What follows belongs to an exercise in optimizing a design on an open flow for small area, a short achievable clock period and few clock cycles; a production flow would make more cautious choices. Where RTL was checked, it was by simulation tests only, not by an equivalence proof against the original. For runs 1 and 2, only the layout was checked, not whether the RTL still works. Power and IR drop assume default switching activity.

<file path="flow/flow/run.sh">
#!/bin/bash
set -euo pipefail
export BUFFER_PORTS_ARGS="-buffer_cell sky130_fd_sc_hd__buf_1"
bash standard.sh > standard.log 2>&1
</file>
<file path="flow/standard.sh">
#!/bin/bash
# synth_recipe.tcl (not shown) runs the flow's synth.tcl, then flattens the netlist and writes it again
# the make line also repeats each setting of config.mk as NAME=value (left out here)
make -C /OpenROAD-flow-scripts/flow DESIGN_CONFIG=/design/flow/config.mk WORK_HOME=/design/flow/orfs CLKGATE_MAP_FILE= SYNTH_SCRIPT=/design/flow/synth_recipe.tcl "${@:-finish}"
</file>
<file path="flow/config.mk">
export PLATFORM = sky130hd
export DESIGN_NAME = bdm_codec
export DESIGN_NICKNAME = bdm_codec
export VERILOG_FILES = /design/flow/design.v
export SDC_FILE = /design/flow/constraint.sdc
export NUM_CORES = 4
export LEC_CHECK = 0
export CAP_MARGIN = 20
export CORE_MARGIN = 2
export CORE_UTILIZATION = 40
export CTS_BUF_LIST = sky130_fd_sc_hd__clkbuf_8
export SETUP_SLACK_MARGIN = 4.0
export SLEW_MARGIN = 20
</file>
<file path="flow/constraint.sdc">
create_clock -name core_clock -period 6.0 [get_ports {clk}]
set_input_delay 1.2000 -clock core_clock [delete_from_list [all_inputs] [get_ports {clk}]]
set_output_delay 1.2000 -clock core_clock [all_outputs]
set_load 0.01 [all_outputs]
</file>
<file path="flow/design.v">
module bdm_codec (
    input  wire         clk,
    input  wire         rst,
    input  wire         req_valid,
    output wire         req_ready,
    input  wire [7:0]   req,
    input  wire [7:0]   p0,
    input  wire [7:0]   p1,
    input  wire [39:0]  hdr,
    input  wire [8:0]   din_len,
    input  wire         din_valid,
    output wire         din_ready,
    input  wire [7:0]   din_data,
    output wire         dout_valid,
    input  wire         dout_ready,
    output wire [7:0]   dout_data,
    output wire         dout_last,
    output wire         done,
    output wire [3:0]   st,
    output wire [2:0]   cls,
    output wire [7:0]   rb,
    output wire         rf,
    output wire [7:0]   opc,
    output wire [7:0]   ctl,
    output wire [7:0]   len,
    output wire [191:0] fld,
    output wire [7:0]   fv
);
    localparam [3:0] ST_OK        = 4'h0,
                     ST_EMPTY     = 4'h1,
                     ST_TRUNC     = 4'h2,
                     ST_CHECKSUM  = 4'h3,
                     ST_LENGTH    = 4'h4,
                     ST_UNEXP_OPC = 4'h5,
                     ST_PAY_SHORT = 4'h6,
                     ST_TOO_LONG  = 4'h7,
                     ST_ILL_OP    = 4'h8,
                     ST_ILL_ENT   = 4'h9;
    reg         rr;          
    reg         dr;          
    reg         dv;          
    reg         dl;          
    reg  [7:0]  dd;          
    reg         dn;          
    reg         k_din;       
    reg         k_enc_hdr;   
    reg         k_enc_dat;   
    reg         k_enc_cs;    
    reg         k_build;     
    reg         skv;         
    reg         k_clr;       
    reg         k_csum;
    reg         k_verify;
    reg         k_frame;     
    reg         k_pget;      
    reg         k_ser;       
    reg         k_xsel;      
    reg  [3:0]  ent;
    reg  [8:0]  rem;         
    reg         lastf;       
    reg  [4:0]  c;           
    reg  [7:0]  m;           
    reg  [7:0]  x;           
    reg  [7:0]  acc;
    reg         f_trunc;     
    reg         f_len;       
    reg         f_pshort;    
    reg         f_opc;       
    reg  [7:0]  r_ctl;
    reg  [7:0]  r_opc;
    reg  [7:0]  bn [0:2];
    reg  [7:0]  b [3:13];
    reg  [3:0]  st_q;
    reg  [2:0]  cls_q;
    reg         rf_q;
    reg  [7:0]  gfn;         
    wire [15:0] eh = 16'd1 << ent;           
    wire [7:0] e_grp = {eh[11], eh[10], eh[9], eh[8], eh[6], eh[4], eh[2], eh[0]};
    wire [7:0] e_wop = ({8{eh[0]}}  & 8'h19) | ({8{eh[1]}}  & 8'h18) |
                       ({8{eh[2]}}  & 8'hAD) | ({8{eh[3]}}  & 8'hAC) |
                       ({8{eh[4]}}  & 8'h45) | ({8{eh[5]}}  & 8'h44) |
                       ({8{eh[6]}}  & 8'h3B) | ({8{eh[7]}}  & 8'h3A) |
                       ({8{eh[8]}}  & 8'h33) | ({8{eh[9]}}  & 8'h2F) |
                       ({8{eh[10]}} & 8'h85) | ({8{eh[11]}} & 8'h15);
    wire [7:0] e_minl = eh[2] ? 8'd4 : eh[8] ? 8'd5 : eh[11] ? 8'd16 : 8'd3;
    wire e_get = (e_grp != 8'h00);
    wire e_src = (ent == 4'h3);
    wire [3:0] rop = req[3:0];
    wire [3:0] ren = req[7:4];
    wire take = req_valid && rr;
    wire op_din   = (rop == 4'h1) || (rop == 4'h2) || (rop == 4'h3) ||
                    (rop == 4'h5) || (rop == 4'h7);
    wire ill_op   = (rop == 4'h0) || (rop > 4'h9);
    wire ill_ent  = ((rop == 4'h6) || (rop == 4'h7)) && (ren > 4'hB);
    wire too_long = (op_din && (din_len > 9'd261)) || ((rop == 4'h4) && (din_len > 9'd255));
    wire n_zero   = (din_len == 9'd0);
    wire frame_op = (rop == 4'h5) || (rop == 4'h7);
    wire r_get    = (ren == 4'h0) || (ren == 4'h2) || (ren == 4'h4) || (ren == 4'h6) ||
                    (ren == 4'h8) || (ren == 4'h9) || (ren == 4'hA) || (ren == 4'hB);
    reg [3:0] st_take;
    reg [2:0] cls_take;
    always @(*) begin
        if (ill_op)                              begin st_take = ST_ILL_OP;   cls_take = 3'd4; end
        else if (ill_ent)                        begin st_take = ST_ILL_ENT;  cls_take = 3'd4; end
        else if (too_long)                       begin st_take = ST_TOO_LONG; cls_take = 3'd4; end
        else if (frame_op && n_zero)             begin st_take = ST_EMPTY;    cls_take = 3'd1; end
        else                                     begin st_take = ST_OK;       cls_take = 3'd0; end
    end
    wire fail_take = ill_op || ill_ent || too_long;
    wire go_din    = op_din && !fail_take && !n_zero;
    wire go_enc    = (rop == 4'h4) && !too_long;
    wire go_build  = (rop == 4'h6) && !ill_ent;
    wire zero_len  = !(go_din || go_enc || go_build);
    wire [7:0] acc_fed = acc ^ p0;
    wire din_fire = din_valid && dr;
    wire adv      = !dv || dout_ready;               
    wire out_end  = dv && dout_ready && dl;          
    wire [4:0] c1 = (c == 5'd31) ? c : c + 5'd1;
    reg  [7:0] bbyte;
    always @(*) begin
        case (c[3:0])
            4'd1:    bbyte = 8'h01;
            4'd5:    bbyte = e_src ? 8'h07 : (e_get ? 8'h03 : 8'h04);
            4'd6:    bbyte = 8'h01;
            4'd7:    bbyte = e_wop;
            4'd8:    bbyte = e_get ? 8'h00 : r_ctl;
            4'd9:    bbyte = e_src ? r_opc : 8'h00;
            4'd10:   bbyte = e_src ? 8'h01 : 8'h00;
            default: bbyte = 8'h00;
        endcase
    end
    wire b_cs = (c[3:0] == (e_src ? 4'd13 : (e_get ? 4'd9 : 4'd10)));
    reg  [7:0] hbyte;
    always @(*) begin
        case (c[1:0])
            2'd1:    hbyte = ~bn[0];
            2'd2:    hbyte = ~bn[1];
            2'd3:    hbyte = ~bn[2];
            default: hbyte = r_ctl;
        endcase
    end
    wire [7:0] x_cs = x ^ (dv ? dd : 8'h00);
    wire cs_ok  = (x == din_data);
    wire pre_ok = !f_trunc && !f_len && !f_opc && !f_pshort;
    wire fin_ok = pre_ok && cs_ok;
    reg [3:0] st_fin;
    reg [2:0] cls_fin;
    always @(*) begin
        if (f_trunc)          begin st_fin = ST_TRUNC;     cls_fin = 3'd1; end
        else if (!cs_ok)      begin st_fin = ST_CHECKSUM;  cls_fin = 3'd2; end
        else if (f_len)       begin st_fin = ST_LENGTH;    cls_fin = 3'd1; end
        else if (f_opc)       begin st_fin = ST_UNEXP_OPC; cls_fin = 3'd3; end
        else if (f_pshort)    begin st_fin = ST_PAY_SHORT; cls_fin = 3'd3; end
        else                  begin st_fin = ST_OK;        cls_fin = 3'd0; end
    end
    wire din_end = k_din && din_fire && lastf;       
    wire fail_end = din_end && k_frame && !fin_ok;
    wire [7:0] bz   = din_data & {8{k_din}};
    wire       bclr = rr || k_clr;
    always @(posedge clk) begin
        st_q  <= take ? st_take : (din_end && k_frame) ? st_fin : k_clr ? st_q : ST_OK;
        cls_q <= take ? cls_take : (din_end && k_frame) ? cls_fin : k_clr ? cls_q : 3'd0;
        rf_q  <= din_end && k_verify && cs_ok;
        gfn   <= ~((din_end && k_pget && fin_ok) ? e_grp : 8'h00);
    end
    wire skid_out = k_enc_dat && !din_fire && skv && adv;    
    always @(posedge clk) begin
        if (rst) begin
            rr        <= 1'b1;
            dr        <= 1'b0;
            dv        <= 1'b0;
            dn        <= 1'b0;
            k_din     <= 1'b0;
            k_enc_hdr <= 1'b0;
            k_enc_dat <= 1'b0;
            k_enc_cs  <= 1'b0;
            k_build   <= 1'b0;
            skv       <= 1'b0;
            k_clr     <= 1'b0;
            acc       <= 8'h00;
        end else begin
            dn    <= 1'b0;
            k_clr <= fail_end;
            if (take) begin
                rr        <= zero_len;
                dn        <= zero_len;
                dr        <= go_din;
                k_din     <= go_din;
                k_enc_hdr <= go_enc;
                k_build   <= go_build;
                dv        <= go_enc || go_build;
                if (rop == 4'h8) acc <= 8'h00;
                if (rop == 4'h9) acc <= acc_fed;
            end
            if (din_end) begin
                dr    <= 1'b0;
                k_din <= 1'b0;
                if (!fail_end) begin
                    dn <= 1'b1;
                    rr <= 1'b1;
                end
            end
            if (k_clr) begin
                dn <= 1'b1;
                rr <= 1'b1;
            end
            if (k_enc_hdr && adv && c == 5'd4) begin
                k_enc_hdr <= 1'b0;
                if (rem == 9'd0) begin
                    k_enc_cs <= 1'b1;
                end else begin
                    k_enc_dat <= 1'b1;
                    dr        <= 1'b1;
                end
            end
            if (k_enc_dat) begin
                if (din_fire) begin
                    if (adv) begin
                        dv <= 1'b1;
                    end else begin
                        skv <= 1'b1;
                        dr  <= 1'b0;
                    end
                    if (lastf) begin
                        dr <= 1'b0;
                        if (adv) begin
                            k_enc_dat <= 1'b0;
                            k_enc_cs  <= 1'b1;
                        end
                    end
                end else if (skv && adv) begin
                    dv  <= 1'b1;
                    skv <= 1'b0;
                    if (rem == 9'd0) begin
                        k_enc_dat <= 1'b0;
                        k_enc_cs  <= 1'b1;
                    end else begin
                        dr <= 1'b1;
                    end
                end else if (adv) begin
                    dv <= 1'b0;
                end
            end
            if (k_enc_cs && adv) begin
                dv       <= 1'b1;
                k_enc_cs <= 1'b0;
            end
            if (k_build && adv && b_cs)
                k_build <= 1'b0;
            if (out_end) begin
                dv <= 1'b0;
                dn <= 1'b1;
                rr <= 1'b1;
            end
        end
    end
    integer i;
    always @(posedge clk) begin
        if (rr) begin
            k_csum   <= (rop == 4'h2);
            k_verify <= (rop == 4'h3);
            k_frame  <= frame_op;
            k_pget   <= (rop == 4'h7) && r_get;
            k_ser    <= (rop == 4'h7) && (ren == 4'hB);
            k_xsel   <= (rop == 4'h1) || (rop == 4'h2);
            ent      <= ren;
            rem      <= din_len;
            lastf    <= (din_len == 9'd1);
            m        <= (go_din && frame_op) ? din_len[7:0] - 8'd6 : 8'h00;
            c        <= ((rop == 4'h4) || (rop == 4'h6)) ? 5'd1 : 5'd0;
            dl       <= 1'b0;
            dd       <= (rop == 4'h4) ? hdr[7:0] : 8'hA6;
            x        <= (rop == 4'h9) ? acc_fed : 8'h00;
            f_trunc  <= frame_op && (din_len < 9'd7);
            f_len    <= 1'b0;
            f_pshort <= 1'b0;
            f_opc    <= 1'b0;
            bn[0]    <= ~hdr[15:8];
            bn[1]    <= ~hdr[23:16];
            bn[2]    <= ~hdr[31:24];
            r_ctl    <= go_enc ? hdr[39:32] : go_build ? p0 : 8'h00;
            r_opc    <= go_build ? p1 : 8'h00;
        end
        for (i = 3; i < 14; i = i + 1)
            if (bclr || (k_ser && din_fire && c == i + 7))
                b[i] <= bz;
        if (k_din && din_fire) begin
            c     <= c1;
            rem   <= rem - 9'd1;
            lastf <= (rem == 9'd2);
            if (!lastf)       x <= x ^ din_data;
            else if (!k_xsel) x <= 8'h00;
            else if (!k_csum) x <= x ^ din_data;
            if (c == 5'd4) begin
                f_len    <= (din_data < 8'd2) || (din_data != m);
                f_pshort <= k_pget && (m < e_minl);
            end
            if (c == 5'd6) f_opc <= k_pget && (din_data != e_wop);
            if (c == 5'd5 && k_frame) r_ctl <= din_data;
            if (c == 5'd6 && k_frame) r_opc <= din_data;
            if (c == 5'd7) bn[0]  <= ~din_data;
            if (c == 5'd8) bn[1]  <= ~din_data;
            if (c == 5'd9) bn[2]  <= ~din_data;
        end
        if (k_enc_hdr && adv) begin
            dd <= hbyte;
            c  <= c1;
        end
        if (k_enc_dat && din_fire) begin
            rem   <= rem - 9'd1;
            lastf <= (rem == 9'd2);
            if (adv) dd <= din_data;
            else     r_opc <= din_data;
        end
        if (skid_out) dd <= r_opc;
        if (k_enc_cs && adv) begin
            dd <= x_cs;
            dl <= 1'b1;
        end
        if (k_build && adv) begin
            c <= c1;
            if (b_cs) begin
                dd <= x_cs;
                dl <= 1'b1;
            end else begin
                dd <= bbyte;
            end
        end
        if ((k_enc_hdr || k_enc_dat || k_enc_cs || k_build || dl) && dv && dout_ready)
            x <= x_cs;
        if (k_clr) begin
            r_ctl <= 8'h00;
            r_opc <= 8'h00;
            m     <= 8'h00;
        end
        if (out_end) begin
            r_ctl <= 8'h00;
            r_opc <= 8'h00;
        end
    end
    assign req_ready  = rr;
    assign din_ready  = dr;
    assign dout_valid = dv;
    assign dout_data  = dd;
    assign dout_last  = dl;
    assign done       = dn;
    assign st         = st_q;
    assign cls        = cls_q;
    assign rb         = x;
    assign rf         = rf_q;
    assign opc        = r_opc;
    assign ctl        = r_ctl;
    assign len        = m;
    assign fv         = ~gfn;
    assign fld[  7:  0] = ~(bn[0] | {8{gfn[0]}});                
    assign fld[ 15:  8] = ~(bn[0] | {8{gfn[1]}});                
    assign fld[ 23: 16] = ~(bn[1] | {8{gfn[1]}});                
    assign fld[ 31: 24] = ~(bn[0] | {8{gfn[2]}});                
    assign fld[ 39: 32] = {6'd0, ~(bn[0][1:0] | {2{gfn[3]}})};   
    assign fld[ 47: 40] = ~(bn[0] | {8{gfn[4]}});                
    assign fld[ 55: 48] = ~(bn[1] | {8{gfn[4]}});                
    assign fld[ 63: 56] = ~(bn[2] | {8{gfn[4]}});                
    assign fld[ 71: 64] = ~(bn[0] | {8{gfn[5]}});                
    assign fld[ 79: 72] = ~(bn[0] | {8{gfn[6]}});                
    assign fld[ 87: 80] = ~(bn[0] | {8{gfn[7]}});                
    assign fld[ 95: 88] = ~(bn[1] | {8{gfn[7]}});                
    assign fld[103: 96] = ~(bn[2] | {8{gfn[7]}});                
    genvar g;
    generate
        for (g = 3; g < 14; g = g + 1) begin : g_ser
            assign fld[80 + 8*g +: 8] = b[g];                    
        end
    endgenerate
endmodule
</file>
==> results.sh, run 1 <==
export IMPL_final_core_util_pct=64.9
export IMPL_crit_type="register to output pin"
export IMPL_core_sq_um=27900
export IMPL_drt_iter0_drc=1613
export IMPL_worstPathMaxFanout=12
export IMPL_yosysSeqAreaShare_pct=48.9
export IMPL_tightest_slew_ns=0.841
export IMPL_grt_max_degree=37
export IMPL_pwr_share_seq_pct=47.6
export IMPL_track_usage_pct=30.2
export IMPL_cts_sinks=217
export IMPL_overflow=0
export IMPL_ir_worst_vdd_v=0.000127
export IMPL_hpwl_microns=30800
export IMPL_row_count=61
export IMPL_die_area_sq_um=29800
export IMPL_rrSetupSlack_ns=3.78
export IMPL_io_buffer_count=332
export IMPL_post_route_period_util_pct=42.6
export IMPL_start_util_pct=40.8
export IMPL_cp_required_ns=4.80
export IMPL_leakagePower_nw=7.58
export IMPL_antenna_found_initial=0
export IMPL_cts_clk_slew_worst_paths_ns=0.07
export IMPL_cts_tree="built"
export IMPL_synthArstFlopShare_pct=0
export IMPL_synthMuxAreaShare_pct=0.881
export IMPL_hold_path_class="register to register"
export IMPL_drtPass1Iterations=5
export IMPL_hold_ws_ns=0.519
export IMPL_fin_skew_ns=0.0203
export IMPL_clockBufferDepth=3
export IMPL_synth_simple_area_share_pct=21.8
export IMPL_gp_congestion=0.964
export IMPL_synth_seq_cells=217
export IMPL_drv_cap=0
export IMPL_grt_pass1_vias=11100
export IMPL_hp_start="acc[7]"
export IMPL_wl_per_cell_microns=23.5
export IMPL_root_buffer="clkbuf_8"
export IMPL_hold_viol=0
export IMPL_dieWidth_microns=173
export IMPL_synth_top_family_by_area="simple AND/OR/NAND/NOR gates"
export IMPL_rsz0062_at_grt="true"
export IMPL_synth_fa_ha_area_share_pct=1.32
export IMPL_whs_endpoint="acc[7]"
export IMPL_p_sw_w=0.00106
export IMPL_synthCells=1238
export IMPL_fmax_mhz=391
export IMPL_insertedDiodeCount=0
export IMPL_synth_cell_type_count=81
export IMPL_synth_compound_area_share_pct=18.5
export IMPL_outcome="no timing/DRC/antenna violations"
export IMPL_drc_errors=0
export IMPL_p_sw_share_pct=29.5
export IMPL_syn_cell_area_sq_um=11400
export IMPL_drive_above_1_share_pct=50.0
export IMPL_setup_tns_ns=0
export IMPL_slew_headroom_pct=43.9
export IMPL_finalMaxSlewViolations=0
export IMPL_combPwrFrac_pct=16.2
export IMPL_postRouteAntennaNets=0
export IMPL_cp_end_kind="output pin"
export IMPL_yosys_warnings=3
export IMPL_synthFlopType="edfxtp_1"
export IMPL_synth_xor_area_share_pct=3.47
export IMPL_p_clk_share_pct=36.2
export IMPL_viasPerCell=5.84
export IMPL_power_per_cell_area_nw_per_um2=199
export IMPL_r2r_end="m[3]"
export IMPL_crit_path_start_kind="register"
export IMPL_worstPathArrival_ns=1.36
export IMPL_p_int_w=0.00254
export IMPL_h_tree_depth=2
export IMPL_final_setup_viol_count=0
export IMPL_ioPinCount=339
export IMPL_worstReg2RegStart="rr"
export IMPL_worstSkewPairLatency_ns=0.57
export IMPL_finalWirelength_microns=49700
export IMPL_fin_crit_ns=2.56
export IMPL_area_growth_syn_to_layout_pct=59.3
export IMPL_cts_buffers=38
export IMPL_whs_path_depth=2
export IMPL_nets=1809
export IMPL_grt_pass1_wl_microns=69200
export IMPL_r2r_cells=6
export IMPL_via_count=12400
export IMPL_syn_area_per_cell_sq_um=9.17
export IMPL_die_h_microns=173
export IMPL_synth_edf_count=121
## power by group through the flow
stage | clock network [W] | logic (W) | registers (W)
floorplan | 0 | 0.000238 | 0.00174
global placement | 0 | 0.000364 | 0.00176
detailed placement | 0 | 0.000366 | 0.00176
CTS | 0.00131 | 0.000503 | 0.00170
global route | 0.00139 | 0.000611 | 0.00172
finish | 0.00130 | 0.000583 | 0.00171
## cell usage after synthesis, types with 9 or more instances
cell        n  area share [%]
a311oi_1    9            0.69
o22ai_1    15            0.83
ha_1       12             1.3
a21oi_1    37             1.6
xor2_1     12            0.93
xnor2_1    33             2.5
nand3_1    42             1.9
a221oi_1   24             1.9
o21ai_0    78             3.4
mux2i_1    10            0.88
a31oi_1     9            0.50
nor2_1    165             5.5
nor2b_1    28             1.5
and3_1     11            0.61
nand2b_1   32             1.8
clkbuf_1   81             2.7
nand2_1   128             4.2
inv_1      37             1.2
o211ai_1   40             2.6
edfxtp_1  121              32
nor3_1     23             1.0
and2_1     17            0.94
a22oi_1    11            0.73
dfxtp_1    96              17
## layer usage
metal / track usage [%] / wire length [microns]
met4: 12.1 / 2320
met2: 49.3 / 23800
met1: 39.1 / 19000
met5: 0 / 0
met3: 6.34 / 4540
## cells in the final DEF, fill, tap and decap left out, drive strengths merged, types with 33 or more instances in the layout
| master | Yosys | final |
|---|---|---|
| buf | 22 | 460 |
| nor2 | 165 | 165 |
| nand2 | 129 | 129 |
| edfxtp | 121 | 121 |
| clkbuf | 82 | 109 |
| dfxtp | 96 | 96 |
| o21ai | 86 | 86 |
| inv | 37 | 51 |
| nand3 | 42 | 42 |
| o211ai | 40 | 40 |
| a21oi | 37 | 37 |
| xnor2 | 33 | 33 |
| nand2b | 32 | 33 |
## critical path, stage by stage (launching register included)
cell	delay, ns
dfxtp_4	0.38
buf_12	0.15
nor2_1	0.11
buf_2	0.15
## worst max-delay path by stage
stage / from / to / slack (ns) / cells after the start
after CTS: gfn[7] / fld[95] / 3.49 / 3
after global routing: gfn[4] / fld[43] / 3.41 / 3
after global placement: din_data[0] / gfn[5] / 2.13 / 6
after floorplan: din_data[3] / gfn[5] / 3.21 / 6
final: gfn[4] / fld[43] / 3.44 / 3
after detailed placement: din_data[0] / gfn[5] / 2.05 / 6
## through the flow
step | setup slack, ns | cells | power (W) | cell area, sq um
after floorplan | 3.21 | 1243 | 0.00198 | 12300
after global placement | 2.13 | 1857 | 0.00213 | 13300
after detailed placement | 2.05 | 1857 | 0.00213 | 13300
after CTS | 3.49 | 2067 | 0.00352 | 16500
after global routing | 3.41 | 2119 | 0.00371 | 18100
final | 3.44 | 2119 | 0.00360 | 18100
## cell type report
type	count	area [sq um]
clock inverters	28	131
well taps	378	473
flip-flops and latches	217	5770
inverters	38	151
clock buffers	42	578
multi-input cells	886	6820
fillers	2214	9770
repair buffers	530	4170
## repair_timing
item,CTS,global route
endpoints found under the setup margin,467,348
resized for setup,490,360
pin swaps,45,78
hold buffers,0,0
setup buffers,138,48
gates cloned,2,4
## sequential cells by signal (all words and copies together) (netlist names), 3 cells and up
register / flops
b: 88
bn: 24
rem: 9
acc: 8
dd: 8
gfn: 8
m: 8
r_ctl: 8
r_opc: 8
x: 8
c: 5
ent: 4
st_q: 4
cls_q: 3
## cells by family after synthesis
group                    after synthesis
flip-flops                           217
other                                  1
AND/OR/NAND/NOR                      508
adder cells (fa/ha/maj)               12
buffers and inverters                142
XOR/XNOR                              45
multiplexers                          10
AO/OA/AOI/OAI                        303
==> inputs of run 2 (changes only) <==
--- a/flow/config.mk
+++ b/flow/config.mk
@@ -10,4 +10,4 @@
 export CORE_UTILIZATION = 40
 export CTS_BUF_LIST = sky130_fd_sc_hd__clkbuf_8
-export SETUP_SLACK_MARGIN = 4.0
+export SETUP_SLACK_MARGIN = 3.0
 export SLEW_MARGIN = 20
==> run 2 against run 1 <==
  * Still clean
  * Synthesized cell count unchanged
  * Clock skew is 0.0093 ns higher
  * Via count decreased by 11%
  * Power is 3.9% lower
  * Largest power group unchanged
==> results.sh, run 2 <==
export IMPL_grt_pass1_vias=10100
export IMPL_cts_clk_slew_worst_paths_ns=0.06
export IMPL_mostFrequentLayoutCell="buf_1"
export IMPL_io_buffer_count=332
export IMPL_viasPerCell=5.72
export IMPL_cp_required_ns=6.42
export IMPL_largest_reg_flops=88
export IMPL_finalMaxSlewViolations=0
export IMPL_via_count=11100
export IMPL_whs_endpoint="rf_q"
export IMPL_area_growth_syn_to_layout_pct=19.5
export IMPL_hp_start="k_verify"
export IMPL_fillers=2770
export IMPL_synth_top_area_cell="edfxtp_1"
export IMPL_drv_cap=0
export IMPL_row_count=61
export IMPL_worstSkewPairLatency_ns=0.56
export IMPL_h_tree_depth=2
export IMPL_cts_sinks=217
export IMPL_hold_path_class="register to register"
export IMPL_finalInstanceArea_sq_um=13600
export IMPL_finalWirelength_microns=41800
export IMPL_slowest_stage="nor4_4"
export IMPL_whs_path_depth=1
export IMPL_rrSetupSlack_ns=3.32
export IMPL_rsz0062_at_grt="false"
export IMPL_slowest_delay_ns=0.62
export IMPL_die_h_microns=173
export IMPL_root_buffer="clkbuf_8"
export IMPL_syn_cell_area_sq_um=11400
export IMPL_synth_edf_count=121
export IMPL_post_route_period_util_pct=47.5
export IMPL_drt_iter0_drc=1245
export IMPL_synth_most_common_cell="nor2_1"
export IMPL_syn_area_per_cell_sq_um=9.17
export IMPL_track_usage_pct=26.9
export IMPL_antenna_found_initial=0
export IMPL_fin_crit_ns=2.85
export IMPL_power_per_cell_area_nw_per_um2=255
export IMPL_synthArstFlopShare_pct=0
export IMPL_die_area_sq_um=29800
export IMPL_crit_path_start_kind="primary input"
export IMPL_worstPathMaxFanout=17
export IMPL_drc_errors=0
export IMPL_seqCellArea_sq_um=5560
export IMPL_ir_worst_vdd_v=0.000158
export IMPL_ioPinCount=339
export IMPL_final_core_util_pct=48.7
export IMPL_tightest_slew_ns=0.880
export IMPL_synthFlopType="edfxtp_1"
export IMPL_outcome="no timing/DRC/antenna violations"
export IMPL_clockBufferDepth=3
export IMPL_grt_pass1_wl_microns=62500
export IMPL_synth_area_leaders="edfxtp_1 32%, dfxtp_1 17%, nor2_1 5.5%, nand2_1 4.2%, o21ai_0 3.4%"
export IMPL_core_sq_um=27900
export IMPL_cts_tree="built"
export IMPL_reg_top3="b (88), bn (24), rem (9)"
export IMPL_wl_per_cell_microns=21.6
export IMPL_cts_buffers=38
export IMPL_setup_tns_ns=0
export IMPL_worstReg2RegStart="ent[3]"
export IMPL_drtPass1Iterations=7
export IMPL_fin_skew_ns=0.0296
export IMPL_worstPathArrival_ns=3.27
export IMPL_overflow=0
export IMPL_drive_above_1_share_pct=6.29
export IMPL_crit_chain="buf_1 -> buf_4 -> inv_1 -> a2111o_1 -> nor4_4 -> nand2_2 -> or4_1"
export IMPL_crit_type="primary input to register"
export IMPL_yosysSeqAreaShare_pct=48.9
export IMPL_synth_cell_type_count=81
export IMPL_yosys_warnings=3
export IMPL_grt_max_degree=90
export IMPL_largest_register="b"
export IMPL_hold_viol=0
export IMPL_holdBufCountCts=0
export IMPL_crit_family="simple AND/OR/NAND/NOR gates"
export IMPL_leakagePower_nw=5.09
export IMPL_fmax_mhz=351
export IMPL_start_util_pct=40.8
export IMPL_insertedDiodeCount=0
export IMPL_synth_seq_cells=217
export IMPL_hpwl_microns=30200
export IMPL_r2r_cells=7
export IMPL_cp_end_kind="register"
export IMPL_synth_common_cells="165 x nor2_1, 128 x nand2_1, 121 x edfxtp_1, 96 x dfxtp_1, 81 x clkbuf_1"
export IMPL_cp_buffers_inverters=3
export IMPL_dieWidth_microns=173
export IMPL_r2r_end="dd[1]"
export IMPL_final_setup_viol_count=0
export IMPL_nets=1627
export IMPL_layout_common_cells="331 x buf_1, 165 x nor2_1, 128 x nand2_1, 121 x edfxtp_1, 93 x dfxtp_1"
export IMPL_gp_congestion=1.01
export IMPL_yosysTopAreaCellShare_pct=32.0
export IMPL_slew_headroom_pct=41.3
export IMPL_postRouteAntennaNets=0
export IMPL_multi_input_area_sq_um=5260
export IMPL_placed_cell_area_sq_um=12800
export IMPL_synthCells=1238
-- run 2: where the power goes --
part | total, W | switching (W) | leakage (nW) | internal, W
registers | 0.00173 | 0.0000848 | 2.21 | 0.00165
clock network | 0.00138 | 0.000645 | 0.443 | 0.000731
logic | 0.000351 | 0.000232 | 2.44 | 0.000119
total | 0.00346 | 0.000961 | 5.09 | 0.00250
-- run 2: kinds of logic after synthesis --
kind of cell	Yosys count	share of synthesized area (%)
compound gates	303	18.5
xor+xnor	45	3.47
fa+ha+maj	12	1.32
buf+inv	142	5.09
flops	217	48.9
mux	10	0.881
other cells	1	0.0330
simple gates	508	21.8
-- run 2: how the worst max path moves through the flow --
stage                           start        to  cells after the start
after global placement    din_data[2]    gfn[5]                      7
after global routing           req[2]  r_ctl[0]                      5
after floorplan            din_len[1]      m[6]                      7
final                     din_data[3]    gfn[5]                      7
after detailed placement  din_data[2]    gfn[5]                      7
after CTS                      gfn[4]   fld[42]                      2
-- run 2: through the flow --
| stage | total power [W] | cells | setup slack (ns) | hold WS, ns |
|---|---|---|---|---|
| after global placement | 0.00210 | 1864 | 2.37 | 0.445 |
| after detailed placement | 0.00210 | 1865 | 2.33 | 0.455 |
| after global routing | 0.00359 | 1935 | 3.04 | 0.490 |
| final | 0.00346 | 1935 | 3.15 | 0.481 |
| after floorplan | 0.00195 | 1243 | 3.07 | 0.443 |
| after CTS | 0.00347 | 1935 | 3.02 | 0.480 |
-- run 2: cell type report --
| cell class | instances | share of cell area, % |
|---|---|---|
| repair buffers | 350 | 10.2 |
| multi-input cells | 884 | 38.7 |
| clock buffers | 41 | 4.16 |
| inverters | 38 | 1.05 |
| clock inverters | 27 | 1.44 |
| flip-flops and latches | 217 | 40.9 |
| well taps | 378 | 3.48 |
-- run 2: worst register-to-register path: stages (launching register included) --
cell,delay [ns]
edfxtp_1,0.71
nor4bb_1,0.69
xnor2_1,0.19
o211ai_1,0.11
buf_4,0.19
buf_4,0.19
or2_2,0.31
o221ai_1,0.20
-- run 2: metal layers --
layer	GRT usage, %	share of wire, %
met5	0	0
met4	7.73	2.5
met1	37.5	42
met3	4.66	8.4
met2	43.0	47
-- run 2: what timing repair did --
action,CTS,global route
endpoints found under the setup margin,39,18
buffers inserted,2,0
pin swaps,1,0
resized for setup,3,3
==> inputs of run 3 (changes only) <==
--- a/flow/design.v
+++ b/flow/design.v
@@ -60,4 +60,5 @@
     reg         lastf;       
     reg  [4:0]  c;           
+    reg  [3:0]  cb;          
     reg  [7:0]  m;           
     reg  [7:0]  x;           
@@ -117,7 +118,8 @@
     wire out_end  = dv && dout_ready && dl;          
     wire [4:0] c1 = (c == 5'd31) ? c : c + 5'd1;
+    wire [3:0] cb1 = cb + 4'd1;
     reg  [7:0] bbyte;
     always @(*) begin
-        case (c[3:0])
+        case (cb)
             4'd1:    bbyte = 8'h01;
             4'd5:    bbyte = e_src ? 8'h07 : (e_get ? 8'h03 : 8'h04);
@@ -130,8 +132,8 @@
         endcase
     end
-    wire b_cs = (c[3:0] == (e_src ? 4'd13 : (e_get ? 4'd9 : 4'd10)));
+    wire b_cs = (cb == (e_src ? 4'd13 : (e_get ? 4'd9 : 4'd10)));
     reg  [7:0] hbyte;
     always @(*) begin
-        case (c[1:0])
+        case (cb[1:0])
             2'd1:    hbyte = ~bn[0];
             2'd2:    hbyte = ~bn[1];
@@ -205,5 +207,5 @@
                 rr <= 1'b1;
             end
-            if (k_enc_hdr && adv && c == 5'd4) begin
+            if (k_enc_hdr && adv && cb == 4'd4) begin
                 k_enc_hdr <= 1'b0;
                 if (rem == 9'd0) begin
@@ -268,5 +270,6 @@
             lastf    <= (din_len == 9'd1);
             m        <= (go_din && frame_op) ? din_len[7:0] - 8'd6 : 8'h00;
-            c        <= ((rop == 4'h4) || (rop == 4'h6)) ? 5'd1 : 5'd0;
+            c        <= 5'd0;
+            cb       <= 4'd1;
             dl       <= 1'b0;
             dd       <= (rop == 4'h4) ? hdr[7:0] : 8'hA6;
@@ -305,5 +308,5 @@
         if (k_enc_hdr && adv) begin
             dd <= hbyte;
-            c  <= c1;
+            cb <= cb1;
         end
         if (k_enc_dat && din_fire) begin
@@ -319,5 +322,5 @@
         end
         if (k_build && adv) begin
-            c <= c1;
+            cb <= cb1;
             if (b_cs) begin
                 dd <= x_cs;
--- a/flow/config.mk
+++ b/flow/config.mk
@@ -10,4 +10,4 @@
 export CORE_UTILIZATION = 40
 export CTS_BUF_LIST = sky130_fd_sc_hd__clkbuf_8
-export SETUP_SLACK_MARGIN = 3.0
+export SETUP_SLACK_MARGIN = 3.7
 export SLEW_MARGIN = 20
==> run 3 against run 2 <==
  * First-iteration DRC count shrank 14%
  * Die area shrank 0.20%
  * Synthesized area shrank 0.21%
  * Critical path depth fell by 4
  * Utilization increased by 9.2 points
  * Largest power group unchanged
  * Highest routed layer unchanged
==> results.sh, run 3 <==
export IMPL_outcome="no timing/DRC/antenna violations"
export IMPL_worstPathMaxFanout=13
export IMPL_hold_ws_ns=0.476
export IMPL_layout_common_cells="128 x nor2_1, 127 x buf_2, 125 x edfxtp_1, 117 x nand2_1, 96 x buf_1"
export IMPL_clockBufferDepth=3
export IMPL_synth_top_family_by_area="simple AND/OR/NAND/NOR gates"
export IMPL_cp_required_ns=4.80
export IMPL_cp_end_kind="output pin"
export IMPL_finalWirelength_microns=44000
export IMPL_track_usage_pct=27.2
export IMPL_hold_viol=0
export IMPL_mostFrequentLayoutCell="nor2_1"
export IMPL_postRouteAntennaNets=0
export IMPL_synthMuxAreaShare_pct=0.751
export IMPL_worstSkewPairLatency_ns=0.57
export IMPL_grt_pass1_vias=10100
export IMPL_fmax_mhz=398
export IMPL_worstReg2RegStart="cb[1]"
export IMPL_dieWidth_microns=172
export IMPL_drive_above_1_share_pct=37.3
export IMPL_fin_crit_ns=2.51
export IMPL_synthCells=1218
export IMPL_crit_end="fld[87]"
export IMPL_busiest_layer="met2"
export IMPL_overflow=0
export IMPL_io_buffer_count=332
export IMPL_h_tree_depth=2
export IMPL_cts_sinks=221
export IMPL_synth_xor_area_share_pct=3.71
export IMPL_finalInstanceArea_sq_um=16100
export IMPL_core_sq_um=27900
export IMPL_reg_top3="b (88), bn (24), rem (9)"
export IMPL_row_count=61
export IMPL_cts_clk_slew_worst_paths_ns=0.06
export IMPL_syn_area_per_cell_sq_um=9.30
export IMPL_root_buffer="clkbuf_8"
export IMPL_synthFlopType="edfxtp_1"
export IMPL_rrSetupSlack_ns=3.74
export IMPL_drt_iter0_drc=1075
export IMPL_holdBufCountCts=0
export IMPL_die_area_sq_um=29700
export IMPL_synth_compound_area_share_pct=17.4
export IMPL_cts_buffers=41
export IMPL_syn_cell_area_sq_um=11300
export IMPL_viasPerCell=5.67
export IMPL_gp_congestion=0.945
export IMPL_synth_edf_count=125
export IMPL_synth_top_area_cell="edfxtp_1"
export IMPL_crit_type="register to output pin"
export IMPL_ir_worst_vdd_v=0.000139
export IMPL_grt_use_met1_pct=37.6
export IMPL_drc_errors=0
export IMPL_power_per_cell_area_nw_per_um2=237
export IMPL_use_met3_pct=5.33
export IMPL_hold_path_class="register to register"
export IMPL_synth_most_common_cell="nor2_1"
export IMPL_synth_simple_area_share_pct=21.4
export IMPL_grt_max_degree=78
export IMPL_via_count=11500
export IMPL_crit_path_start_kind="register"
export IMPL_grt_pass1_wl_microns=60900
export IMPL_hpwl_microns=29200
export IMPL_area_growth_syn_to_layout_pct=42.3
export IMPL_final_core_util_pct=57.9
export IMPL_slowest_stage="dfxtp_4"
export IMPL_grtUsageMet2_pct=42.4
export IMPL_final_setup_viol_count=0
export IMPL_synth_area_leaders="edfxtp_1 33%, dfxtp_1 17%, nor2_1 5.6%, nand2_1 4.1%, o21ai_0 3.8%"
export IMPL_synthArstFlopShare_pct=0
export IMPL_antenna_found_initial=0
export IMPL_largest_register="b"
export IMPL_finalMaxSlewViolations=0
export IMPL_cts_tree="built"
export IMPL_placed_cell_area_sq_um=12900
export IMPL_start_util_pct=40.7
export IMPL_post_route_period_util_pct=41.9
export IMPL_nets=1719
export IMPL_synth_cell_type_count=80
export IMPL_yosysSeqAreaShare_pct=50.1
export IMPL_synth_fa_ha_area_share_pct=1.99
export IMPL_r2r_end="dd[1]"
export IMPL_ioPinCount=339
export IMPL_yosysTopAreaCellShare_pct=33.1
export IMPL_fin_skew_ns=0.0270
export IMPL_synth_common_cells="169 x nor2_1, 125 x edfxtp_1, 125 x nand2_1, 96 x dfxtp_1, 86 x o21ai_0"
export IMPL_setup_tns_ns=0
export IMPL_largest_reg_flops=88
export IMPL_tightest_slew_ns=0.826
export IMPL_r2r_cells=7
export IMPL_worstPathArrival_ns=1.31
export IMPL_leakagePower_nw=6.81
export IMPL_yosys_warnings=3
export IMPL_crit_start="gfn[7]"
export IMPL_drv_cap=0
export IMPL_die_h_microns=172
export IMPL_synth_seq_cells=221
export IMPL_drtPass1Iterations=7
export IMPL_slowest_delay_ns=0.36
export IMPL_slew_headroom_pct=45.0
export IMPL_wl_per_cell_microns=21.7
export IMPL_insertedDiodeCount=0
export IMPL_rsz0062_at_grt="true"
export IMPL_crit_chain="buf_12 -> nor2_1 -> buf_2"
[run 3: changes by cell type after synthesis, moves of 10 or more]
cell and delta:
nand4_1 +12, o211ai_1 -11, nand3_1 -12, a221oi_1 -10
[run 3: layout make-up]
cell class,count,area (sq um)
Fill cell,2410,11700
Sequential cell,221,5880
Multi-Input combinational cell,868,5850
Timing Repair Buffer,443,2900
Clock buffer,45,619
Tap cell,378,473
Clock inverter,31,248
Inverter,40,160
[run 3: kinds of logic (layout without fill, tap and decap cells)]
family	count (synthesis)	after routing
compound gates	289	289
simple gates	500	500
other cells	1	6
buf+inv	134	559
flops	221	221
xor+xnor	48	48
fa+ha+maj	18	18
mux	7	7
[run 3: worst max-delay path, delay by kind of cell, from the launching register on]
family        cells  cell delay [ns]
flops             1             0.36
buf+inv           2             0.29
simple gates      1             0.11
[run 3: worst min path at each step]
stage / cells after the start / slack [ns] / to / startpoint
after floorplan: 1 / 0.44 / rf_q / k_verify
after global placement: 1 / 0.46 / rf_q / k_verify
after detailed placement: 1 / 0.47 / rf_q / k_verify
after CTS: 1 / 0.48 / rf_q / k_verify
after global routing: 1 / 0.51 / rf_q / k_verify
final: 1 / 0.48 / rf_q / k_verify
[run 3: power breakdown]
group	total (W)	switching, W	leakage (nW)	internal, W
sequential	0.00178	0.0000923	2.26	0.00168
clock	0.00154	0.000670	0.484	0.000873
combinational	0.000506	0.000303	4.07	0.000203
total	0.00382	0.00107	6.81	0.00276
[run 3: timing repair]
action                                  4_1_cts  5_1_grt
cloned                                        0        1
setup buffers                                44       56
pin swaps                                    25       27
endpoints found under the setup margin      279      339
gates resized for setup                     307      355
[run 3: stage by stage]
step / setup WS [ns] / power [W] / std cells
6_report: 3.49 / 0.00382 / 2026
5_1_grt: 3.42 / 0.00397 / 2026
4_1_cts: 3.46 / 0.00377 / 1969
3_5_place_dp: 2.27 / 0.00220 / 1849
3_3_place_gp: 2.32 / 0.00220 / 1849
2_1_floorplan: 3.14 / 0.00203 / 1223
[run 3: layer usage]
layer	share of wire, %	wire [microns]	vias up
li1	-	-	5236
met1	42	18300	5468
met2	47	20500	681
met3	9.3	4090	105
met4	2.5	1090	0
met5	0	0	-
Testbench counts of run 3, summed over its fixed seeds: cycles 26,864.
==> inputs of run 4 (changes only) <==
--- a/flow/config.mk
+++ b/flow/config.mk
@@ -10,4 +10,4 @@
 export CORE_UTILIZATION = 40
 export CTS_BUF_LIST = sky130_fd_sc_hd__clkbuf_8
-export SETUP_SLACK_MARGIN = 3.7
+export SETUP_SLACK_MARGIN = 3.4
 export SLEW_MARGIN = 20
==> run 4 against run 3 <==
  * Die area stayed put
  * Critical path depth is 3 higher
  * Cell count decreased by 4.3%
  * Combinational power decreased by 23%
  * Global-route usage is 1.5 points lower
  * Non-clock buffer count shrank 86
  * Clock skew grew 0.0056 ns
  * Sequential power hardly changed
  * Utilization down 8.1 points
  * Highest routed layer unchanged
==> results.sh, run 4 <==
export IMPL_antenna_found_initial=0
export IMPL_finalMaxSlewViolations=0
export IMPL_synth_most_common_cell="nor2_1"
export IMPL_fin_crit_ns=2.59
export IMPL_clockBufferDepth=3
export IMPL_worstPathArrival_ns=3.05
export IMPL_overflow=0
export IMPL_insertedDiodeCount=0
export IMPL_viasPerCell=5.62
export IMPL_syn_area_per_cell_sq_um=9.30
export IMPL_slowest_delay_ns=0.58
export IMPL_core_sq_um=27900
export IMPL_hpwl_microns=29000
export IMPL_r2r_end="dd[3]"
export IMPL_crit_start="din_len[5]"
export IMPL_die_area_sq_um=29700
export IMPL_grt_pass1_vias=9484
export IMPL_drt_iter0_drc=1069
export IMPL_synth_common_cells="169 x nor2_1, 125 x edfxtp_1, 125 x nand2_1, 96 x dfxtp_1, 86 x o21ai_0"
export IMPL_cts_tree="built"
export IMPL_nets=1632
export IMPL_yosys_warnings=3
export IMPL_crit_type="primary input to register"
export IMPL_synth_top_area_cell="edfxtp_1"
export IMPL_synthFlopType="edfxtp_1"
export IMPL_track_usage_pct=25.6
export IMPL_io_buffer_count=332
export IMPL_tightest_slew_ns=1.04
export IMPL_final_setup_viol_count=0
export IMPL_area_growth_syn_to_layout_pct=22.3
export IMPL_hold_path_class="register to register"
export IMPL_syn_cell_area_sq_um=11300
export IMPL_synthCells=1218
export IMPL_slowest_stage="or4_4"
export IMPL_yosysSeqAreaShare_pct=50.1
export IMPL_wl_per_cell_microns=20.7
export IMPL_dp_slack_ns=2.35
export IMPL_fmax_mhz=386
export IMPL_worstPathMaxFanout=5
export IMPL_synth_edf_count=125
export IMPL_finalNonFillerCells=1938
export IMPL_synth_seq_cells=221
export IMPL_rrSetupSlack_ns=3.48
export IMPL_cts_clk_slew_worst_paths_ns=0.06
export IMPL_setup_tns_ns=0
export IMPL_finalWirelength_microns=40100
export IMPL_drive_above_1_share_pct=9.42
export IMPL_drtPass1Iterations=6
export IMPL_place_inst=1850
export IMPL_worstSkewPairLatency_ns=0.56
export IMPL_hold_viol=0
export IMPL_power_per_cell_area_nw_per_um2=255
export IMPL_worstReg2RegStart="cb[1]"
export IMPL_start_util_pct=40.7
export IMPL_finalPower_w=0.00353
export IMPL_mostFrequentLayoutCell="buf_1"
export IMPL_fin_skew_ns=0.0326
export IMPL_grt_max_degree=78
export IMPL_gp_congestion=0.942
export IMPL_dieWidth_microns=172
export IMPL_leakagePower_nw=5.25
export IMPL_synth_area_leaders="edfxtp_1 33%, dfxtp_1 17%, nor2_1 5.6%, nand2_1 4.1%, o21ai_0 3.8%"
export IMPL_ioPinCount=339
export IMPL_largest_reg_flops=88
export IMPL_root_buffer="clkbuf_8"
export IMPL_reg_top3="b (88), bn (24), rem (9)"
export IMPL_holdBufCountCts=0
export IMPL_whs_path_depth=1
export IMPL_drv_cap=0
export IMPL_grt_pass1_wl_microns=57600
export IMPL_setup_slack_ns=3.41
export IMPL_crit_end="k_din"
export IMPL_synthArstFlopShare_pct=0
export IMPL_cts_sinks=221
export IMPL_h_tree_depth=2
export IMPL_r2r_cells=6
export IMPL_via_count=10900
export IMPL_cts_buffers=40
export IMPL_ir_worst_vdd_v=0.000165
export IMPL_postRouteAntennaNets=0
export IMPL_outcome="no timing/DRC/antenna violations"
export IMPL_drc_errors=0
export IMPL_yosysTopAreaCellShare_pct=33.1
export IMPL_layout_common_cells="325 x buf_1, 168 x nor2_1, 125 x edfxtp_1, 120 x nand2_1, 83 x o21ai_0"
export IMPL_cp_end_kind="register"
export IMPL_post_route_period_util_pct=43.2
export IMPL_die_h_microns=172
export IMPL_crit_chain="buf_2 -> or4_4 -> a211o_1 -> a32o_2 -> or3_4 -> a211oi_2"
export IMPL_rsz0062_at_grt="true"
export IMPL_cp_required_ns=6.45
export IMPL_synth_cell_type_count=80
export IMPL_slew_headroom_pct=30.5
export IMPL_row_count=61
export IMPL_largest_register="b"
export IMPL_fillers=2687
export IMPL_crit_path_start_kind="primary input"
## run 4: changes by cell type in the layout (fill, tap and decap cells not counted), moves of 13 or more
cell / delta
buf_6: -44
buf_4: -60
o21ai_0: +17
dfxtp_1: +49
nor2_2: -25
buf_2: -124
nor2_4: -15
dfxtp_4: -47
clkbuf_2: -68
nand3_1: +13
buf_1: +229
nor2_1: +40
## run 4: report_power, final
part	switching (W)	internal [W]	leakage [nW]	total (W)
combinational	0.000252	0.000136	2.58	0.000389
sequential	0.000101	0.00170	2.23	0.00180
clock	0.000640	0.000706	0.437	0.00135
total	0.000994	0.00254	5.25	0.00353
## run 4: cells by family (layout without fill, tap and decap cells)
logic type / count (synthesis) / count (layout) / synth area share [%]
compound gates: 289 / 289 / 17.4
xor+xnor: 48 / 48 / 3.71
fa+ha+maj: 18 / 18 / 1.99
buf+inv: 134 / 471 / 4.66
flops: 221 / 221 / 50.1
mux: 7 / 7 / 0.751
other cells: 1 / 6 / 0.0331
simple gates: 500 / 500 / 21.4
## run 4: routing by layer
metal | track usage (%) | vias to the layer above | routed length, microns
met2 | 40.4 | 582 | 18400
met1 | 35.8 | 5200 | 17400
met4 | 7.67 | 0 | 957
met5 | 0 | - | 0
met3 | 4.92 | 78 | 3360
li1 | - | 5038 | -
## run 4: final cells by class
cell class	count	area, sq um	share of cell area (%)
Clock buffer	46	633	4.57
Clock inverter	28	128	0.921
Inverter	40	150	1.08
Multi-Input combinational cell	868	5300	38.2
Sequential cell	221	5700	41.1
Tap cell	378	473	3.41
Timing Repair Buffer	357	1480	10.6
## run 4: critical path, delay by kind of cell
| kind | cells | cell delay [ns] |
|---|---|---|
| AO/OA/AOI/OAI | 3 | 0.78 |
| AND/OR/NAND/NOR | 2 | 0.94 |
| buffers and inverters | 1 | 0.14 |
## run 4: through the flow
stage | hold WS [ns] | utilization (%) | area (sq um)
finish | 0.495 | 49.8 | 13900
global route | 0.506 | 49.8 | 13900
global placement | 0.464 | 46.0 | 12800
detailed placement | 0.489 | 46.0 | 12800
CTS | 0.500 | 49.1 | 13700
floorplan | 0.443 | - | 11400
## run 4: repair_timing
action,CTS,global route
endpoints found under the setup margin,155,141
pin swaps,4,7
gates resized for setup,28,33
buffers inserted,4,10
## run 4: how the worst min path moves through the flow
stage	from	end	slack [ns]
after floorplan	k_verify	rf_q	0.44
after global placement	k_verify	rf_q	0.46
after detailed placement	k_verify	rf_q	0.49
after CTS	k_verify	rf_q	0.50
after global routing	k_verify	rf_q	0.51
final	k_verify	rf_q	0.49
==> inputs of run 5 (changes only) <==
--- a/flow/config.mk
+++ b/flow/config.mk
@@ -8,6 +8,6 @@
 export CAP_MARGIN = 20
 export CORE_MARGIN = 2
-export CORE_UTILIZATION = 40
+export CORE_UTILIZATION = 50
 export CTS_BUF_LIST = sky130_fd_sc_hd__clkbuf_8
-export SETUP_SLACK_MARGIN = 3.4
+export SETUP_SLACK_MARGIN = 3.5
 export SLEW_MARGIN = 20
==> run 5 against run 4 <==
  * Utilization is 15 points higher
  * Critical path depth is 3 lower
  * Fmax is 0.35% higher
  * Via count is 3.3% higher
  * Clock skew is 0.0046 ns lower
  * Largest cell class unchanged
  * Hold slack worse by 0.0074 ns
  * Wire length is 5.2% higher
  * Power is 1.7% higher
  * Clock-buffer cell count is 5 lower
  * Die area is 20% lower
  * Sequential share of layout area is 1.9 points lower
  * Largest power group unchanged
  * Sequential cell count stayed put
==> results.sh, run 5 <==
export IMPL_synthFlopType="edfxtp_1"
export IMPL_final_setup_viol_count=0
export IMPL_clockBufferDepth=3
export IMPL_multi_input_area_sq_um=5540
export IMPL_cts_clk_slew_worst_paths_ns=0.06
export IMPL_ir_worst_vdd_v=0.000160
export IMPL_root_buffer="clkbuf_8"
export IMPL_finalWirelength_microns=42200
export IMPL_postRouteAntennaNets=0
export IMPL_p_clk_share_pct=38.2
export IMPL_slew_headroom_pct=44.2
export IMPL_seqCellArea_sq_um=5730
export IMPL_cp_buffers_inverters=2
export IMPL_worstSkewPairLatency_ns=0.56
export IMPL_grt_pass1_wl_microns=60000
export IMPL_synth_cell_type_count=80
export IMPL_fin_skew_ns=0.0281
export IMPL_wl_per_cell_microns=22.7
export IMPL_syn_area_per_cell_sq_um=9.30
export IMPL_area_growth_syn_to_layout_pct=28.7
export IMPL_hold_viol=0
export IMPL_outcome="no timing/DRC/antenna violations"
export IMPL_yosysTopAreaCellShare_pct=33.1
export IMPL_largest_register="b"
export IMPL_grt_max_degree=43
export IMPL_post_route_period_util_pct=43.1
export IMPL_slowest_delay_ns=0.44
export IMPL_synth_top_area_cell="edfxtp_1"
export IMPL_viasPerCell=6.07
export IMPL_cts_sinks=221
export IMPL_p_int_w=0.00258
export IMPL_synthCells=1218
export IMPL_ioPinCount=339
export IMPL_slowest_stage="dfxtp_4"
export IMPL_cp_end_kind="output pin"
export IMPL_p_sw_share_pct=28.2
export IMPL_setup_tns_ns=0
export IMPL_drtPass1Iterations=6
export IMPL_holdBufCountCts=0
export IMPL_crit_chain="clkbuf_16 -> nor2_1 -> buf_2"
export IMPL_worstPathArrival_ns=1.38
export IMPL_p_sw_w=0.00101
export IMPL_drt_iter0_drc=1227
export IMPL_yosysSeqAreaShare_pct=50.1
export IMPL_drv_cap=0
export IMPL_mostFrequentLayoutCell="buf_1"
export IMPL_h_tree_depth=2
export IMPL_track_usage_pct=32.8
export IMPL_combPwrFrac_pct=11.6
export IMPL_pwr_share_seq_pct=50.2
export IMPL_hpwl_microns=28600
export IMPL_tightest_slew_ns=0.834
export IMPL_crit_family="flip-flops"
export IMPL_drc_errors=0
export IMPL_io_buffer_count=332
export IMPL_yosys_warnings=3
export IMPL_nets=1644
export IMPL_placed_cell_area_sq_um=12700
export IMPL_rsz0062_at_grt="true"
export IMPL_core_sq_um=22400
export IMPL_crit_type="register to output pin"
export IMPL_drive_above_1_share_pct=17.2
export IMPL_synth_seq_cells=221
export IMPL_layout_common_cells="259 x buf_1, 134 x nor2_1, 125 x edfxtp_1, 122 x nand2_1, 80 x o21ai_0"
export IMPL_crit_path_start_kind="register"
export IMPL_worstPathMaxFanout=6
export IMPL_fin_crit_ns=2.58
export IMPL_reg_top3="b (88), bn (24), rem (9)"
export IMPL_overflow=0
export IMPL_antenna_found_initial=1
export IMPL_synth_area_leaders="edfxtp_1 33%, dfxtp_1 17%, nor2_1 5.6%, nand2_1 4.1%, o21ai_0 3.8%"
export IMPL_grt_pass1_vias=10000
export IMPL_synth_common_cells="169 x nor2_1, 125 x edfxtp_1, 125 x nand2_1, 96 x dfxtp_1, 86 x o21ai_0"
export IMPL_gp_congestion=0.949
export IMPL_synthArstFlopShare_pct=0
export IMPL_start_util_pct=50.5
export IMPL_via_count=11300
export IMPL_finalInstanceArea_sq_um=14600
export IMPL_cts_buffers=38
export IMPL_power_per_cell_area_nw_per_um2=246
export IMPL_cp_required_ns=4.80
export IMPL_row_count=55
export IMPL_syn_cell_area_sq_um=11300
export IMPL_fmax_mhz=387
export IMPL_cts_tree="built"
export IMPL_largest_reg_flops=88
export IMPL_die_h_microns=155
export IMPL_dieWidth_microns=155
export IMPL_synth_most_common_cell="nor2_1"
export IMPL_fillers=1903
export IMPL_leakagePower_nw=5.74
export IMPL_hold_path_class="register to register"
export IMPL_synth_edf_count=125
export IMPL_finalMaxSlewViolations=0
export IMPL_die_area_sq_um=23900
-- run 5: final cells by class --
| type | instances | area share (%) |
|---|---|---|
| clock buffer | 41 | 3.87 |
| tap | 285 | 2.44 |
| sequential | 221 | 39.2 |
| multi-input combinational | 868 | 38.0 |
| timing repair buffer | 371 | 14.0 |
| inverter | 40 | 1.05 |
| clock inverter | 27 | 1.36 |
| antenna | 2 | 0.0343 |
-- run 5: power groups by stage --
stage	clock [W]	combinational, W	sequential (W)
floorplan	0	0.000225	0.00180
global placement	0	0.000365	0.00182
detailed placement	0	0.000369	0.00182
CTS	0.00138	0.000398	0.00179
global route	0.00145	0.000450	0.00181
finish	0.00137	0.000417	0.00180
-- run 5: what timing repair did --
item,CTS,global route
cloned,3,3
endpoints found under the setup margin,223,181
resized for setup,81,199
buffers inserted,15,9
pin swaps,7,9
-- run 5: logic make-up (layout without fill, tap and decap cells) --
kind of cell / after synthesis / in the layout / share of synthesized area [%]
AND/OR/NAND/NOR: 500 / 500 / 21.4
AO/OA/AOI/OAI: 289 / 289 / 17.4
flip-flops: 221 / 221 / 50.1
buffers and inverters: 134 / 479 / 4.66
XOR/XNOR: 48 / 48 / 3.71
adder cells (fa/ha/maj): 18 / 18 / 1.99
multiplexers: 7 / 7 / 0.751
other: 1 / 8 / 0.0331
-- run 5: worst paths after layout --
path	slack (ns)	cells after the start	endpoint	start
max reg2reg	3.57	5	dd[0]	ent[1]
max	3.42	3	fld[81]	gfn[7]
min reg2reg	0.49	1	rf_q	k_verify
min	0.49	1	rf_q	k_verify
-- run 5: per-stage QoR --
step	hold WS (ns)	util, %	std cells	power, W	setup slack (ns)
after floorplan	0.443	-	1223	0.00202	3.14
after global placement	0.469	56.6	1755	0.00219	2.33
after detailed placement	0.453	56.6	1755	0.00219	2.29
after CTS	0.487	61.8	1841	0.00357	3.41
after global routing	0.508	65.0	1854	0.00371	3.37
final	0.487	65.0	1855	0.00359	3.42
-- run 5: metal layers --
layer | up-vias | GRT usage (%) | share of wire [%]
met5 | - | 0 | 0
met4 | 0 | 11.9 | 3.6
met3 | 107 | 6.39 | 9.9
met2 | 689 | 52.3 | 46
met1 | 5398 | 44.8 | 41
li1 | 5066 | - | -
-- run 5: worst reg2reg max path, stage by stage, from the launching register on --
cell and delay (ns):
edfxtp_1 0.81, o21bai_1 0.24, a211o_1 0.33, a211o_1 0.40
o22a_1 0.35, o221ai_1 0.23
==> inputs of run 6 (changes only) <==
--- a/flow/config.mk
+++ b/flow/config.mk
@@ -6,7 +6,8 @@
 export NUM_CORES = 4
 export LEC_CHECK = 0
+export ABC_AREA = 1
 export CAP_MARGIN = 20
 export CORE_MARGIN = 2
-export CORE_UTILIZATION = 50
+export CORE_UTILIZATION = 40
 export CTS_BUF_LIST = sky130_fd_sc_hd__clkbuf_8
 export SETUP_SLACK_MARGIN = 3.5
==> run 6 against run 5 <==
  * Still clean
  * Sequential share of layout area up 1.1 points
  * Sequential power up 3%
  * Worst setup slack better by 0.059 ns
  * Utilization down 15 points
  * Hold slack worse by 0.017 ns
  * Critical path type unchanged
  * Critical endpoint is now fld[45]
  * Highest routed layer unchanged
==> results.sh, run 6 <==
export IMPL_yosys_warnings=3
export IMPL_finalWirelength_microns=40000
export IMPL_layout_common_cells="299 x buf_1, 285 x nand2_1, 205 x nor2_1, 165 x inv_1, 126 x o21ai_0"
export IMPL_worstPathMaxFanout=12
export IMPL_syn_area_per_cell_sq_um=8.06
export IMPL_area_growth_syn_to_layout_pct=23.4
export IMPL_track_usage_pct=25.1
export IMPL_drc_errors=0
export IMPL_fin_crit_ns=2.53
export IMPL_worstSkewPairLatency_ns=0.54
export IMPL_leakagePower_nw=5.97
export IMPL_synth_edf_count=125
export IMPL_io_buffer_count=332
export IMPL_finalPower_w=0.00392
export IMPL_hp_start="skv"
export IMPL_place_inst=2090
export IMPL_r2r_cells=10
export IMPL_drv_cap=0
export IMPL_ioPinCount=339
export IMPL_rrSetupSlack_ns=3.74
export IMPL_rsz0062_at_grt="true"
export IMPL_mostFrequentLayoutCell="buf_1"
export IMPL_setup_tns_ns=0
export IMPL_crit_type="register to output pin"
export IMPL_drtPass1Iterations=5
export IMPL_largest_register="b"
export IMPL_die_area_sq_um=30100
export IMPL_hold_ws_ns=0.470
export IMPL_yosysTopAreaCellShare_pct=32.7
export IMPL_dieWidth_microns=174
export IMPL_hold_viol=0
export IMPL_fin_skew_ns=0.0192
export IMPL_fmax_mhz=396
export IMPL_crit_family="flip-flops"
export IMPL_crit_chain="buf_12 -> nor2_1 -> buf_2"
export IMPL_cp_buffers_inverters=2
export IMPL_grt_max_degree=75
export IMPL_antenna_found_initial=0
export IMPL_holdBufCountCts=0
export IMPL_via_count=11200
export IMPL_synthArstFlopShare_pct=0
export IMPL_crit_start="gfn[4]"
export IMPL_outcome="no timing/DRC/antenna violations"
export IMPL_grt_pass1_wl_microns=59100
export IMPL_syn_cell_area_sq_um=11500
export IMPL_viasPerCell=5.14
export IMPL_cts_clk_slew_worst_paths_ns=0.06
export IMPL_drive_above_1_share_pct=12.1
export IMPL_hpwl_microns=29400
export IMPL_wl_per_cell_microns=18.5
export IMPL_postRouteAntennaNets=0
export IMPL_start_util_pct=40.4
export IMPL_hold_path_class="register to register"
export IMPL_worstPathArrival_ns=1.33
export IMPL_whs_endpoint="skv"
export IMPL_slowest_stage="dfxtp_4"
export IMPL_core_sq_um=28500
export IMPL_synthCells=1426
export IMPL_synth_common_cells="287 x nand2_1, 217 x nor2_1, 160 x inv_1, 130 x o21ai_0, 125 x edfxtp_1"
export IMPL_slew_headroom_pct=51.5
export IMPL_drt_iter0_drc=1064
export IMPL_worstReg2RegStart="cb[1]"
export IMPL_cts_sinks=221
export IMPL_die_h_microns=174
export IMPL_yosysSeqAreaShare_pct=49.4
export IMPL_root_buffer="clkbuf_8"
export IMPL_synthFlopType="edfxtp_1"
export IMPL_crit_path_start_kind="register"
export IMPL_power_per_cell_area_nw_per_um2=276
export IMPL_row_count=62
export IMPL_finalMaxSlewViolations=0
export IMPL_cts_tree="built"
export IMPL_grt_pass1_vias=10100
export IMPL_cts_buffers=40
export IMPL_slowest_delay_ns=0.36
export IMPL_synth_area_leaders="edfxtp_1 33%, dfxtp_1 17%, nand2_1 9.4%, nor2_1 7.1%, o21ai_0 5.7%"
export IMPL_cp_end_kind="output pin"
export IMPL_nets=1862
export IMPL_insertedDiodeCount=0
export IMPL_finalNonFillerCells=2170
export IMPL_synth_most_common_cell="nand2_1"
export IMPL_ir_worst_vdd_v=0.000156
export IMPL_largest_reg_flops=88
export IMPL_final_core_util_pct=49.8
export IMPL_cp_required_ns=4.80
export IMPL_h_tree_depth=2
export IMPL_clockBufferDepth=3
export IMPL_overflow=0
export IMPL_synth_top_area_cell="edfxtp_1"
export IMPL_whs_path_depth=2
export IMPL_post_route_period_util_pct=42.1
export IMPL_reg_top3="b (88), bn (24), rem (9)"
export IMPL_synth_seq_cells=221
export IMPL_tightest_slew_ns=0.720
export IMPL_synth_cell_type_count=51
export IMPL_final_setup_viol_count=0
export IMPL_r2r_end="dd[4]"
export IMPL_gp_congestion=0.938
run 6: per-layer routing:
metal	GRT usage [%]	vias to the layer above	wire, microns
li1	-	5362	-
met1	34.7	5180	17400
met2	40.7	555	18300
met3	4.12	64	3320
met4	7.20	0	985
met5	0	-	0
run 6: power by group:
part	switching, W	internal [W]
sequential	0.000118	0.00174
clock	0.000655	0.000837
combinational	0.000388	0.000174
run 6: cells by family (layout without fill, tap and decap cells):
logic type / count (synthesis) / in the layout / synth area share [%]
other cells: 1 / 6 / 0.0326
flops: 221 / 221 / 49.4
xor+xnor: 40 / 40 / 3.05
fa+ha+maj: 18 / 18 / 1.96
buf+inv: 240 / 594 / 8.62
compound gates: 284 / 284 / 14.4
simple gates: 622 / 623 / 22.6
run 6: final cells by class:
| cell class | count | area [sq um] |
|---|---|---|
| fillers | 2873 | 14300 |
| flip-flops and latches | 221 | 5710 |
| multi-input cells | 971 | 5000 |
| repair buffers | 353 | 1510 |
| inverters | 171 | 646 |
| clock buffers | 46 | 633 |
| well taps | 384 | 480 |
| clock inverters | 24 | 201 |
run 6: repair_timing:
| item | 4_1_cts | 5_1_grt |
|---|---|---|
| cloned | 0 | 1 |
| resized for setup | 46 | 47 |
| pin swaps | 0 | 3 |
| endpoints found under the setup margin | 149 | 157 |
| endpoints found under the hold margin | 0 | 0 |
| setup buffers | 3 | 6 |
run 6: how the worst max path moves through the flow:
stage,endpoint,depth (start not counted)
global placement,b[9][2],7
floorplan,b[3][0],4
CTS,b[3][2],5
global route,fld[45],3
finish,fld[45],3
detailed placement,lastf,9
run 6: tightest hold or removal path, stage by stage, from the launching register on:
cell     delay (ns)
dfxtp_1        0.31
nand2_1        0.06
a21oi_1        0.05
run 6: stage by stage:
| stage | instance area (sq um) | setup slack (ns) |
|---|---|---|
| final | 14200 | 3.47 |
| after global routing | 14200 | 3.42 |
| after CTS | 14000 | 3.42 |
| after detailed placement | 13000 | 2.80 |
| after global placement | 13000 | 2.87 |
| after floorplan | 11500 | 3.34 |

-- port drivers added, routing unchanged --
In the flow no input, the clock included, has a driving cell. The finished layouts below were timed again as built, in two steps. Step 1 sets driving cells, clkbuf_16 on the clock port and buf_2 on the other inputs (assumed; they add their load-dependent delay and slew). Step 2 adds t to the input delays and takes it off the output delays; t is the mean of the earliest and latest rising clock arrival at the registers after step 1. Input paths then give back, and output paths get back, about the clock's delay inside the block. Three values: ideal, step 1, step 2; two values: the first two.
run | shift t [ns] | slack for setup (ns) | worst register clock-pin slew, ns | cell pins on the clock port's net
run 1 | 0.605 | 3.444 / 3.395 / 3.018 | 0.07 / 0.07 | 1
run 2 | 0.590 | 3.150 / 3.125 / 2.583 | 0.07 / 0.07 | 1
run 3 | 0.605 | 3.486 / 3.436 / 2.901 | 0.06 / 0.06 | 1
run 4 | 0.589 | 3.407 / 3.425 / 2.841 | 0.06 / 0.06 | 1
run 5 | 0.591 | 3.416 / 3.370 / 2.883 | 0.07 / 0.07 | 1
run 6 | 0.573 | 3.475 / 3.438 / 2.989 | 0.07 / 0.07 | 1
After both steps every run listed still meets setup and hold. For run 3, which loses most, drivers alone change the setup slack by -0.050 ns; drivers and shift together by -0.585 ns.
